This design comes from an exercise in tuning for small area, a short achievable clock period and few clock cycles on the open sky130 flow, not from production work. Only the layout flow was run in this run; the RTL was not checked for function there. Power figures rest on the tool's default switching activity, not on a simulated workload.

==> flow/design.v <==
module fb_codec (
    input  wire        clk,
    input  wire        rst,           
    input  wire        cmd_valid,
    output wire        cmd_ready,
    input  wire [7:0]  cmd_op,
    input  wire [15:0] cmd_len,
    input  wire [31:0] cmd_arg,
    input  wire [6:0]  req_flags,
    input  wire [63:0] req_addr,
    input  wire [15:0] req_rcount,
    input  wire [15:0] req_cid,
    input  wire [31:0] req_delay,
    input  wire        in_valid,
    output wire        in_ready,
    input  wire [7:0]  in_data,
    output wire        out_valid,
    input  wire        out_ready,
    output wire [7:0]  out_data,
    output wire        res_valid,
    input  wire        res_ready,
    output wire [7:0]  res_code,
    output wire [31:0] res_data
);
    localparam [1:0] M_PACK = 2'd0, M_UNPACK = 2'd1, M_CRC = 2'd2, M_CHECK = 2'd3;
    reg        pv;
    reg        p_zero, p_str, p_hdr, p_pay, p_len1, p_len2, p_f3, p_f4;
    reg [1:0]  p_mode;
    reg [20:0] acc;
    reg [21:0] n;              
    reg        emode;           
    reg        okp, oku;        
    reg        ce;              
    reg [15:0] in_rem;          
    reg        rem0, rem1, rem2;
    reg        ob;              
    reg [1:0]  imode, nmode;    
    reg        first;           
    reg        in_rdy, cmd_rdy;
    reg [7:0]  crc, cb;
    reg        cfin, cfin_chk;
    reg [16:0] oc;              
    reg        hdr;             
    reg [3:0]  hp;              
    reg        hl;              
    reg [7:0]  hbyte;           
    reg        out_v;
    reg [7:0]  out_d;
    reg        res_pend, res_v;
    reg [1:0]  hacc;            
    reg        hout;            
    reg [22:0] rdata;
    reg [2:0]  rcode;
    function [7:0] crcf(input [7:0] c, input [7:0] b);
        integer k;
        reg [7:0] r;
        begin
            r = c;
            for (k = 0; k < 8; k = k + 1)
                r = (r[0] ^ b[k]) ? ((r >> 1) ^ 8'h8C) : (r >> 1);
            crcf = r;
        end
    endfunction
    function [15:0] incr(input [15:0] x);
        integer i, j;
        reg c;
        begin
            for (i = 0; i < 16; i = i + 1) begin
                c = 1'b1;
                for (j = 0; j < i; j = j + 1) c = c & x[j];
                incr[i] = x[i] ^ c;
            end
        end
    endfunction
    function [15:0] decr(input [15:0] x);
        integer i, j;
        reg b;
        begin
            for (i = 0; i < 16; i = i + 1) begin
                b = 1'b1;
                for (j = 0; j < i; j = j + 1) b = b & !x[j];
                decr[i] = x[i] ^ b;
            end
        end
    endfunction
    function [7:0] rawb(input [3:0] j);
        begin
            case (j)
                4'd0:  rawb = req_addr[7:0];
                4'd1:  rawb = req_addr[15:8];
                4'd2:  rawb = req_addr[23:16];
                4'd3:  rawb = req_addr[31:24];
                4'd4:  rawb = req_addr[39:32];
                4'd5:  rawb = req_addr[47:40];
                4'd6:  rawb = req_addr[55:48];
                4'd7:  rawb = req_addr[63:56];
                4'd8:  rawb = req_rcount[7:0];
                4'd9:  rawb = req_rcount[15:8];
                4'd10: rawb = req_cid[7:0];
                4'd11: rawb = req_cid[15:8];
                4'd12: rawb = req_delay[7:0];
                4'd13: rawb = req_delay[15:8];
                4'd14: rawb = req_delay[23:16];
                default: rawb = req_delay[31:24];
            endcase
        end
    endfunction
    function [3:0] hnext(input [3:0] j, input f3);
        begin
            case (j)
                4'd0: hnext = 4'd1;   4'd1: hnext = 4'd2;   4'd2: hnext = 4'd3;
                4'd3: hnext = 4'd4;   4'd4: hnext = 4'd5;   4'd5: hnext = 4'd6;
                4'd6: hnext = 4'd7;   4'd7: hnext = f3 ? 4'd8 : 4'd12;
                4'd8: hnext = 4'd9;   4'd9: hnext = 4'd10;  4'd10: hnext = 4'd11;
                4'd11: hnext = 4'd12; 4'd12: hnext = 4'd13; 4'd13: hnext = 4'd14;
                default: hnext = 4'd15;
            endcase
        end
    endfunction
    function hislast(input [3:0] j, input f3, input f4);
        begin
            hislast = (j == 4'd15) || (j == 4'd11 && !f4) || (j == 4'd7 && !f3 && !f4);
        end
    endfunction
    function [21:0] t_em(input [21:0] q, input u);
        begin
            t_em = u ? (q >> 8) : (q >> 7);
        end
    endfunction
    function [21:0] t_ins(input [21:0] q, input u, input last);
        begin
            t_ins = 22'd0;
            if (!u & !last) t_ins = q << 8;
            if (u & !last)  t_ins = q << 7;
            if (!u & last) begin
                t_ins[14] = |q[6:0];
                t_ins[21] = |q[13:7];
            end
            if (u & last) begin
                t_ins[0]  = q[0];
                t_ins[8]  = |q[8:1];
                t_ins[16] = |q[15:9];
            end
        end
    endfunction
    function [20:0] t_keep(input [21:0] q);
        integer j, k;
        begin
            for (j = 0; j < 21; j = j + 1) begin
                t_keep[j] = 1'b0;
                for (k = j + 1; k < 22; k = k + 1) t_keep[j] = t_keep[j] | q[k];
            end
        end
    endfunction
    function [20:0] t_put(input [7:0] b, input [14:0] oh);
        integer j, k;
        begin
            t_put = 21'd0;
            for (j = 0; j < 21; j = j + 1)
                for (k = 0; k < 8; k = k + 1)
                    if (j - k >= 0 && j - k < 15)
                        t_put[j] = t_put[j] | (b[k] & oh[j - k]);
        end
    endfunction
    function [1:0] t_nb(input [21:0] q, input u);
        begin
            t_nb = u ? {q[16], q[8]} : {1'b1, q[21]};
        end
    endfunction
    wire d_pack   = (cmd_op == 8'h01);
    wire d_unpack = (cmd_op == 8'h02);
    wire d_t14    = (cmd_op == 8'h03);
    wire d_f14    = (cmd_op == 8'h04);
    wire d_t21    = (cmd_op == 8'h05);
    wire d_crc    = (cmd_op == 8'h08);
    wire d_check  = (cmd_op == 8'h09);
    wire d_enc    = (cmd_op == 8'h10);
    wire d_nop    = (cmd_op == 8'h00);
    wire d_len0   = (cmd_len == 16'd0);
    wire d_hashdr = req_flags[2] | req_flags[3] | req_flags[4];
    wire d_pay    = req_flags[5] & !d_len0;
    wire d_hdr    = d_enc & d_hashdr;
    wire d_str    = ((d_pack | d_unpack | d_crc | d_check) & !d_len0) | (d_enc & !d_hashdr & d_pay);
    wire d_zero   = !d_hdr & !d_str;
    wire [1:0] d_mode = d_unpack ? M_UNPACK : d_crc ? M_CRC : d_check ? M_CHECK : M_PACK;
    wire d_ill    = !(d_nop | d_pack | d_unpack | d_t14 | d_f14 | d_t21 | d_crc | d_check | d_enc);
    wire [3:0] d_hfirst = req_flags[2] ? 4'd0 : req_flags[3] ? 4'd8 : 4'd12;
    wire [7:0] d_hbyte  = req_flags[2] ? req_addr[7:0] : req_flags[3] ? req_rcount[7:0] : req_delay[7:0];
    wire d_hl     = hislast(d_hfirst, req_flags[3], req_flags[4]);
    wire A      = cmd_valid & cmd_rdy;
    wire T      = in_valid & in_rdy;
    wire E      = (!out_v | out_ready) & ce;
    wire D      = res_v & res_ready;
    wire H      = hdr & ((okp & !hl) | cmd_rdy);
    wire lastb  = ob | rem1;                   
    wire m_acc  = !imode[1];                   
    wire m_u    = (imode == M_UNPACK);
    wire ins_u    = !hdr & m_u;
    wire ins_last = hdr ? !p_pay : lastb;      
    wire Ipos     = H | (in_rdy & m_acc);      
    wire I        = H | (T & m_acc);           
    wire lastpos  = hdr ? (hl & !p_pay) : lastb;
    wire [21:0] n_m  = t_em(n, emode);
    wire [7:0]  ibyte = hdr ? hbyte : m_u ? {1'b0, in_data[6:0]} : in_data;
    wire [14:0] oh    = E ? n_m[14:0] : n[14:0];
    wire [20:0] acc_e = E ? (emode ? (acc >> 8) : (acc >> 7)) : acc;
    wire [20:0] keep  = E ? t_keep(n_m) : t_keep(n);
    wire [20:0] acc_n = I ? ((acc_e & keep) | t_put(ibyte, oh)) : acc_e;
    wire [21:0] ni0   = t_ins(n, ins_u, lastpos);
    wire [21:0] ni1   = t_ins(n_m, ins_u, lastpos);
    wire [21:0] n_n   = I ? (E ? ni1 : ni0) : (E ? n_m : n);
    wire        emode_n = I ? ins_u : emode;
    function t_ce(input [21:0] q, input u);
        begin
            t_ce = u ? |q[21:8] : |q[21:7];
        end
    endfunction
    wire        ce_n  = I ? (E ? t_ce(ni1, ins_u) : t_ce(ni0, ins_u))
                          : (E ? t_ce(n_m, emode) : ce);
    wire [1:0]  inc   = ins_u ? ((n[0] | n[8]) ? 2'd0 : 2'd1)
                              : ((n[0] | n[7]) ? 2'd2 : 2'd1);
    wire        oc_c1 = inc[1] | (inc[0] & oc[0]);
    wire [15:0] oc_hi = incr(oc[16:1]);
    wire [16:0] oc_i  = {oc_c1 ? oc_hi : oc[16:1], oc[0] ^ inc[0]};
    wire [1:0]  nb    = E ? t_nb(ni1, ins_u) : t_nb(ni0, ins_u);
    wire [21:0] ub0   = Ipos ? ni0 : n;
    wire [21:0] ub1   = Ipos ? ni1 : n_m;
    wire        emp   = Ipos ? ins_u : emode;      
    wire        z0    = !Ipos & n[0];
    wire        z1    = !Ipos & n_m[0];
    wire        okp0  = (|ub0[13:0]) & (!emp | z0);
    wire        okp1  = (|ub1[13:0]) & (!emp | z1);
    wire        oku0  = (|ub0[14:0]) & (emp | z0);
    wire        oku1  = (|ub1[14:0]) & (emp | z1);
    wire        okp_n = E ? okp1 : okp0;
    wire        oku_n = E ? oku1 : oku0;
    wire [7:0] crc_u = crcf(crc, cb);
    wire fin_ins  = I & ins_last & (!hdr | hl);
    wire fin_zero = A & p_zero;
    wire fin      = fin_ins | fin_zero | cfin;
    wire acc_str = A & (p_str | p_hdr);            
    wire load    = acc_str & (p_str | p_pay);
    wire now     = !ob & (rem0 | T);               
    reg  [15:0] in_rem_n;
    reg         rem0_n, rem1_n, rem2_n, ob_n;
    reg  [1:0]  imode_n, nmode_n;
    always @* begin
        in_rem_n = in_rem; rem0_n = rem0; rem1_n = rem1; rem2_n = rem2; ob_n = ob;
        imode_n = imode; nmode_n = nmode;
        if (load) begin
            in_rem_n = cmd_len; rem0_n = 1'b0; rem1_n = p_len1; rem2_n = p_len2;
            nmode_n  = p_mode;
            if (now) imode_n = p_mode;
            else     ob_n = 1'b1;
        end else if (T) begin
            if (ob) begin
                ob_n = 1'b0; imode_n = nmode;
            end else begin
                in_rem_n = decr(in_rem);
                rem0_n   = rem1;
                rem1_n   = rem2;
                rem2_n   = (in_rem == 16'd3);
            end
        end
    end
    wire cfinpos = in_rdy & imode[1] & lastb;
    wire finpos  = (Ipos & lastpos) | cfin;
    wire slot_n  = (!res_pend | D) & !finpos & !cfinpos;
    wire x_has  = ob | !rem0 & !(rem1 & T);
    wire x_ob   = ob & !T;                       
    wire [1:0] x_mode = (ob & T) ? nmode : imode;
    wire x_last = x_ob | (ob & T ? rem1 : (T ? rem2 : rem1));
    wire x_acc  = x_mode[1] | (x_mode[0] ? oku_n : okp_n);
    wire in_x   = x_has & x_acc & (!x_last | slot_n);
    wire y_ob   = !now;
    wire [1:0] y_mode = y_ob ? imode : p_mode;
    wire y_last = y_ob | p_len1;
    wire y_acc  = y_mode[1] | (y_mode[0] ? oku_n : okp_n);
    wire in_y   = y_acc & (!y_last | slot_n);
    wire in_rdy_n = load ? in_y : (!A & in_x);
    wire pv_n    = cmd_valid & !A;
    wire free_n  = !ob & (rem0 | (rem1 & T));
    wire hdr_n   = pv_n & d_hdr & free_n;
    wire hl_n    = H ? hislast(hnext(hp, p_f3), p_f3, p_f4) : hdr ? hl : d_hl;
    wire z_zero  = !ob & rem0 & !cfin & (!res_pend | D);
    wire z_str   = !ob & (rem0 | rem1 | (rem2 & T));
    wire z_hdr   = free_n & hl_n & okp_n & (d_pay | slot_n);
    wire cmd_rdy_n = pv_n & (d_zero ? z_zero : d_str ? z_str : z_hdr);
    wire res_pend_n = fin | (res_pend & !D);
    wire res_v_n    = fin_zero | cfin | (res_v & !D) |
                      (!res_v & res_pend & (hacc == 2'd0) & (E | !hout | out_ready));
    reg [22:0] rdata_n;
    reg [2:0]  rcode_n;
    always @* begin
        if (cfin) begin
            if (cfin_chk) begin
                rdata_n = {6'd0, crc == cb, crc, cb};
                rcode_n = (crc == cb) ? 3'b000 : 3'b100;
            end else begin
                rdata_n = {15'd0, crc_u};
                rcode_n = 3'b000;
            end
        end else if (cmd_rdy & p_zero) begin
            rdata_n = {d_t21 ? cmd_arg[20:14] : 7'd0, 1'b0,
                       d_t21 ? cmd_arg[13:8] : 6'd0, (d_t14 | d_t21) & cmd_arg[7],
                       d_f14 & cmd_arg[8], (d_t14 | d_f14 | d_t21) ? cmd_arg[6:0] : 7'd0};
            rcode_n = d_ill ? 3'b001 : (d_check & d_len0) ? 3'b011 : 3'b000;
        end else begin
            rdata_n = {6'd0, oc_i};
            rcode_n = 3'b000;
        end
    end
    wire [1:0] hacc_n = fin_ins ? nb : (E & (hacc != 2'd0)) ? {hacc[1] & hacc[0], !hacc[0]} : hacc;
    wire       hout_n = fin_ins ? (E | (out_v & !out_ready)) :
                        E ? (hacc != 2'd0) : (hout & !out_ready);
    always @(posedge clk) begin
        if (E) out_d <= emode ? acc[7:0] : {1'b0, acc[6:0]};
        acc      <= acc_n;
        if (!res_pend) begin
            rdata <= rdata_n;
            rcode <= rcode_n;
        end
        hp       <= H ? hnext(hp, p_f3) : hdr ? hp : d_hfirst;
        hbyte    <= H ? rawb(hnext(hp, p_f3)) : hdr ? hbyte : d_hbyte;
        hl       <= hl_n;
        in_rem   <= in_rem_n;
        nmode    <= nmode_n;
        if (T & imode[1]) begin
            crc <= first ? 8'd0 : crc_u;
            cb  <= in_data;
        end
        cfin_chk <= imode[0];
        p_zero <= d_zero;  p_str <= d_str;  p_hdr <= d_hdr;  p_pay <= d_pay;
        p_len1 <= (cmd_len == 16'd1);  p_len2 <= (cmd_len == 16'd2);
        p_f3   <= req_flags[3];  p_f4 <= req_flags[4];  p_mode <= d_mode;
        if (rst) begin
            pv       <= 1'b0;
            hdr      <= 1'b0;
            n        <= 22'd1;
            emode    <= 1'b0;
            ce       <= 1'b0;
            okp      <= 1'b1;
            oku      <= 1'b1;
            rem0     <= 1'b1;
            rem1     <= 1'b0;
            rem2     <= 1'b0;
            ob       <= 1'b0;
            imode    <= M_PACK;
            first    <= 1'b1;
            in_rdy   <= 1'b0;
            cmd_rdy  <= 1'b0;
            cfin     <= 1'b0;
            oc       <= 17'd0;
            out_v    <= 1'b0;
            res_pend <= 1'b0;
            res_v    <= 1'b0;
            hacc     <= 2'd0;
            hout     <= 1'b0;
        end else begin
            pv       <= pv_n;
            hdr      <= hdr_n;
            n        <= n_n;
            emode    <= emode_n;
            ce       <= ce_n;
            okp      <= okp_n;
            oku      <= oku_n;
            rem0     <= rem0_n;
            rem1     <= rem1_n;
            rem2     <= rem2_n;
            ob       <= ob_n;
            imode    <= imode_n;
            first    <= T ? lastb : first;
            in_rdy   <= in_rdy_n;
            cmd_rdy  <= cmd_rdy_n;
            cfin     <= T & imode[1] & lastb;
            oc       <= fin_ins ? 17'd0 : I ? oc_i : oc;
            out_v    <= E | (out_v & !out_ready);
            res_pend <= res_pend_n;
            res_v    <= res_v_n;
            hacc     <= hacc_n;
            hout     <= hout_n;
        end
    end
    assign cmd_ready = cmd_rdy;
    assign in_ready  = in_rdy;
    assign out_valid = out_v;
    assign out_data  = out_d;
    assign res_valid = res_v;
    assign res_code  = {5'd0, rcode};
    assign res_data  = {9'd0, rdata};
endmodule
==> flow/flow/run.sh <==
#!/bin/bash
# Own layout flow: the standard ORFS flow (standard.sh), with two changes:
#  - ports are buffered with sky130_fd_sc_hd__buf_1 instead of the default
#    delay-cell buffer (every port still gets its own buffer);
#  - yosys does not extract half/full adder cells, so ABC maps that logic too.
# Everything else (synthesis script, floorplan, power grid, taps, CTS,
# routing) is the standard flow. Each step's full log stays in orfs/logs/.
set -euo pipefail
export BUFFER_PORTS_ARGS="-buffer_cell sky130_fd_sc_hd__buf_1"
export ADDER_MAP_FILE=
bash standard.sh > flow_make.log 2>&1
==> flow/standard.sh <==
#!/bin/bash
# synth_recipe.tcl (not shown) runs the flow's synth.tcl, then flattens the netlist and writes it again
# the make line also repeats each setting of config.mk as NAME=value (left out here)
make -C /OpenROAD-flow-scripts/flow DESIGN_CONFIG=/design/flow/config.mk WORK_HOME=/design/flow/orfs CLKGATE_MAP_FILE= SYNTH_SCRIPT=/design/flow/synth_recipe.tcl "${@:-finish}"
==> flow/config.mk <==
export PLATFORM = sky130hd
export DESIGN_NAME = fb_codec
export DESIGN_NICKNAME = fb_codec
export VERILOG_FILES = /design/flow/design.v
export SDC_FILE = /design/flow/constraint.sdc
export NUM_CORES = 4
export LEC_CHECK = 0
export CAP_MARGIN = 20
export CORE_MARGIN = 2
export CORE_UTILIZATION = 40
export PLACE_DENSITY = 0.6
export SETUP_SLACK_MARGIN = 2.0
export SLEW_MARGIN = 20
==> flow/constraint.sdc <==
create_clock -name core_clock -period 5.0 [get_ports {clk}]
set_input_delay 1.0000 -clock core_clock [delete_from_list [all_inputs] [get_ports {clk}]]
set_output_delay 1.0000 -clock core_clock [all_outputs]
set_load 0.01 [all_outputs]
==> results.toml <==
[outcome]
status = "timing/DRC/antenna clean"

[floorplanning]
rows = 61
die_y_um = 173
start_util_pct = 40.9
die-area_um2 = 30000
die_w_um = 173
core_area_um2 = 28000
io_pins = 257

[route]
drcViolationCount = 0
viasPerCell = 6.00
wl_per_cell_um = 19.8
ant_nets = 0
drt_iter0_drc = 1398
drt_wl_total_um = 38300
via_count = 11600
drtPass1Iterations = 9

[cts]
cts_max_level = 4
cts_tree = "built"
cts.sinks = 172
path_clk_slew_ns = 0.07
cts_hold_buf = 0
clockBufferDepth = 2
cts_root_buffer = "clkbuf_16"
numCtsBuffers = 17
worstSkewPairLatency_ns = 0.43

[timing]
fin_skew_ns = 0.0105
rsz0062_at_grt = "yes"
slew_viol_final = 0
setup_tns_ns = 0
setup-violations-final = 0
worst_pin_slew_ns = 1.02
slew_headroom_pct = 31.8
layout_setup_ws_ns = 2.12
fmax_mhz = 347
finalCritPeriodShare_pct = 57.6
hold_violations = 0
fin_crit_ns = 2.88

[worst_setup_path]
path_max_fanout = 16
cp.arrival_ns = 3.18
cp.required_ns = 5.30
rrSetupSlack_ns = 2.13
crit_type = "in -> reg"
start_kind = "input pin"
worstSetupEndpointType = "flip-flop"

[power_and_ir_drop]
powerDensity_nw_per_um2 = 246
peakVddDrop_mv = 0.227
p_leak_nw = 4.30

[place]
portBuffers = 228
post_dp_cell_area_um2 = 12500
post-place-cells = 1890
place_ws_ns = 1.28
dp_hpwl_um = 28400
gp_congestion = 0.929

[final_layout]
n_antenna_cell = 0
final_nets = 1750
final_area_um2 = 13300
stdcell_count = 1936
areaGrowthSynthToFinish_pct = 16.2
final_cell_mix = "227 x buf_1, 145 x nand2_1, 129 x nor2_1"
layout_commonest_cell = "buf_1"
layout-drive-gt1-share_pct = 7.25

[grt]
antenna_found_initial = 0
grt_pass1_vias = 11100
grt_pass1_wl_um = 61000
grt-ovfl-total = 0
grt_max_degree = 56
grt_usage_pct = 25.2

[yosys]
yosysTopAreaCellShare_pct = 20.9
synth_top_area_cell = "edfxtp_1"
synth_area_leaders = "edfxtp_1 21%, dfxtp_1 16%, nand2_1 4.7%, o21ai_0 4.4%, nor2_1 4.3%"
synth_area_um2 = 11500
synth.distinct_cells = 82
ys_seq_elements = 172
syn_inst = 1373
synthArstFlopShare_pct = 0
synthFlopType = "dfxtp_1"
seq_area_frac_synth_pct = 37.0
yosysWarnings = 1
synth_edf_count = 80
synth.avg_cell_area_um2 = 8.35

[hold_path]
hold_class = "reg -> reg"

[job]
drv_cap = 0
==> worst max-delay path: stages <==
cell        delay, ns
buf_1            0.09
nand2b_1         0.16
nand2_1          0.17
clkinvlp_4       0.32
buf_4            0.29
mux2i_4          0.35
o22ai_1          0.14
a211oi_1         0.50
o22ai_1          0.15
==> through the flow <==
stage	util, %	power (mW)	hold slack, ns
after floorplan	-	1.73	0.389
after global placement	44.4	1.86	0.434
after detailed placement	44.5	1.86	0.429
after CTS	47.0	3.29	0.446
after global routing	47.6	3.39	0.465
final	47.6	3.27	0.446
==> worst paths after layout <==
| path | from | to | depth (start not counted) |
|---|---|---|---|
| min | acc[3] | out_d[3] | 0 |
| min reg2reg | acc[3] | out_d[3] | 0 |
| max | out_ready | acc[4] | 9 |
| max reg2reg | n[13] | in_rdy | 8 |
==> state kept, by name (all words and copies together), names as in the netlist, 2 cells and up <==
signal and count:
acc 21, cb 8, crc 8, hacc 2, hbyte 8, hp 4, imode 2, in_rem 16
n 22, nmode 2, oc 17, out_d 8, p_mode 2, rcode 3, rdata 23
==> layer usage <==
layer	vias up	share of wire, %	wire [µm]	track usage, %
li1	5497	-	-	-
met1	5529	43	16600	34.1
met2	542	48	18200	42.7
met3	47	7.7	2940	3.71
met4	0	1.5	565	5.33
met5	-	0	0	0
==> cell families after synthesis <==
group	synth area share, %
compound gates	26.7
xor+xnor	4.81
buf+inv	5.24
flops	37.0
mux	5.72
other cells	0.0327
simple gates	20.5
==> synth_stat cells, types with 19 or more instances <==
library cell	count
nand2_1	145
nor2_1	131
o21ai_0	100
dfxtp_1	92
clkbuf_1	86
edfxtp_1	80
a21oi_1	76
a22oi_1	47
xnor2_1	46
mux2i_1	45
nor3_1	39
o22ai_1	39
nand3_1	36
nor2b_1	23
inv_1	22
a221oi_1	21
o211ai_1	20
nand2b_1	19
o221ai_1	19
==> repair_timing <==
item                                    in CTS  in global routing
hold endpoints to repair                     0                  0
gates resized for setup                     10                 15
endpoints found under the setup margin      12                 14
setup buffers                                4                  9
pin swaps                                    2                  1
==> power breakdown <==
part	internal (mW)	switching [mW]	leakage (nW)	total [mW]
Sequential	1.52	0.0383	1.58	1.56
Clock	0.810	0.630	0.303	1.44
Combinational	0.112	0.162	2.42	0.274
Total	2.44	0.831	4.30	3.27
==> final cells by class <==
cell class / instances / area [µm²]
Clock inverter: 15 / 205
Clock buffer: 17 / 425
Fill cell: 2861 / 14700
Inverter: 22 / 90.1
Timing Repair Buffer: 256 / 1110
Multi-Input combinational cell: 1076 / 6780
Tap cell: 378 / 473
Sequential cell: 172 / 4250

[what the ideal ports hide]
How much do the figures lean on ideal ports? The routed layout below was timed once more, with nothing changed but the port constraints.
Step 1 (the two cells are an assumption about what drives the block):
set clk [get_ports {clk}]
set_driving_cell -lib_cell sky130_fd_sc_hd__clkbuf_16 $clk
set_driving_cell -lib_cell sky130_fd_sc_hd__buf_2 [delete_from_list [all_inputs] $clk]
Step 2 also shifts input and output timing later by t, the mid clock arrival at the registers, as if the neighbouring blocks saw the same clock.
Three values: ideal ports, drivers, drivers and shift; two values: the first two.
t, ns: 0.479
slack for setup (ns): 2.120 / 2.128 / 1.662
slew at the worst register clock pin (ns): 0.07 / 0.07
pins driven straight from the clock port: 1
After both steps setup and hold are still met in this run. The setup slack of this run moves by +0.008 ns with the drivers and by -0.458 ns with both steps.
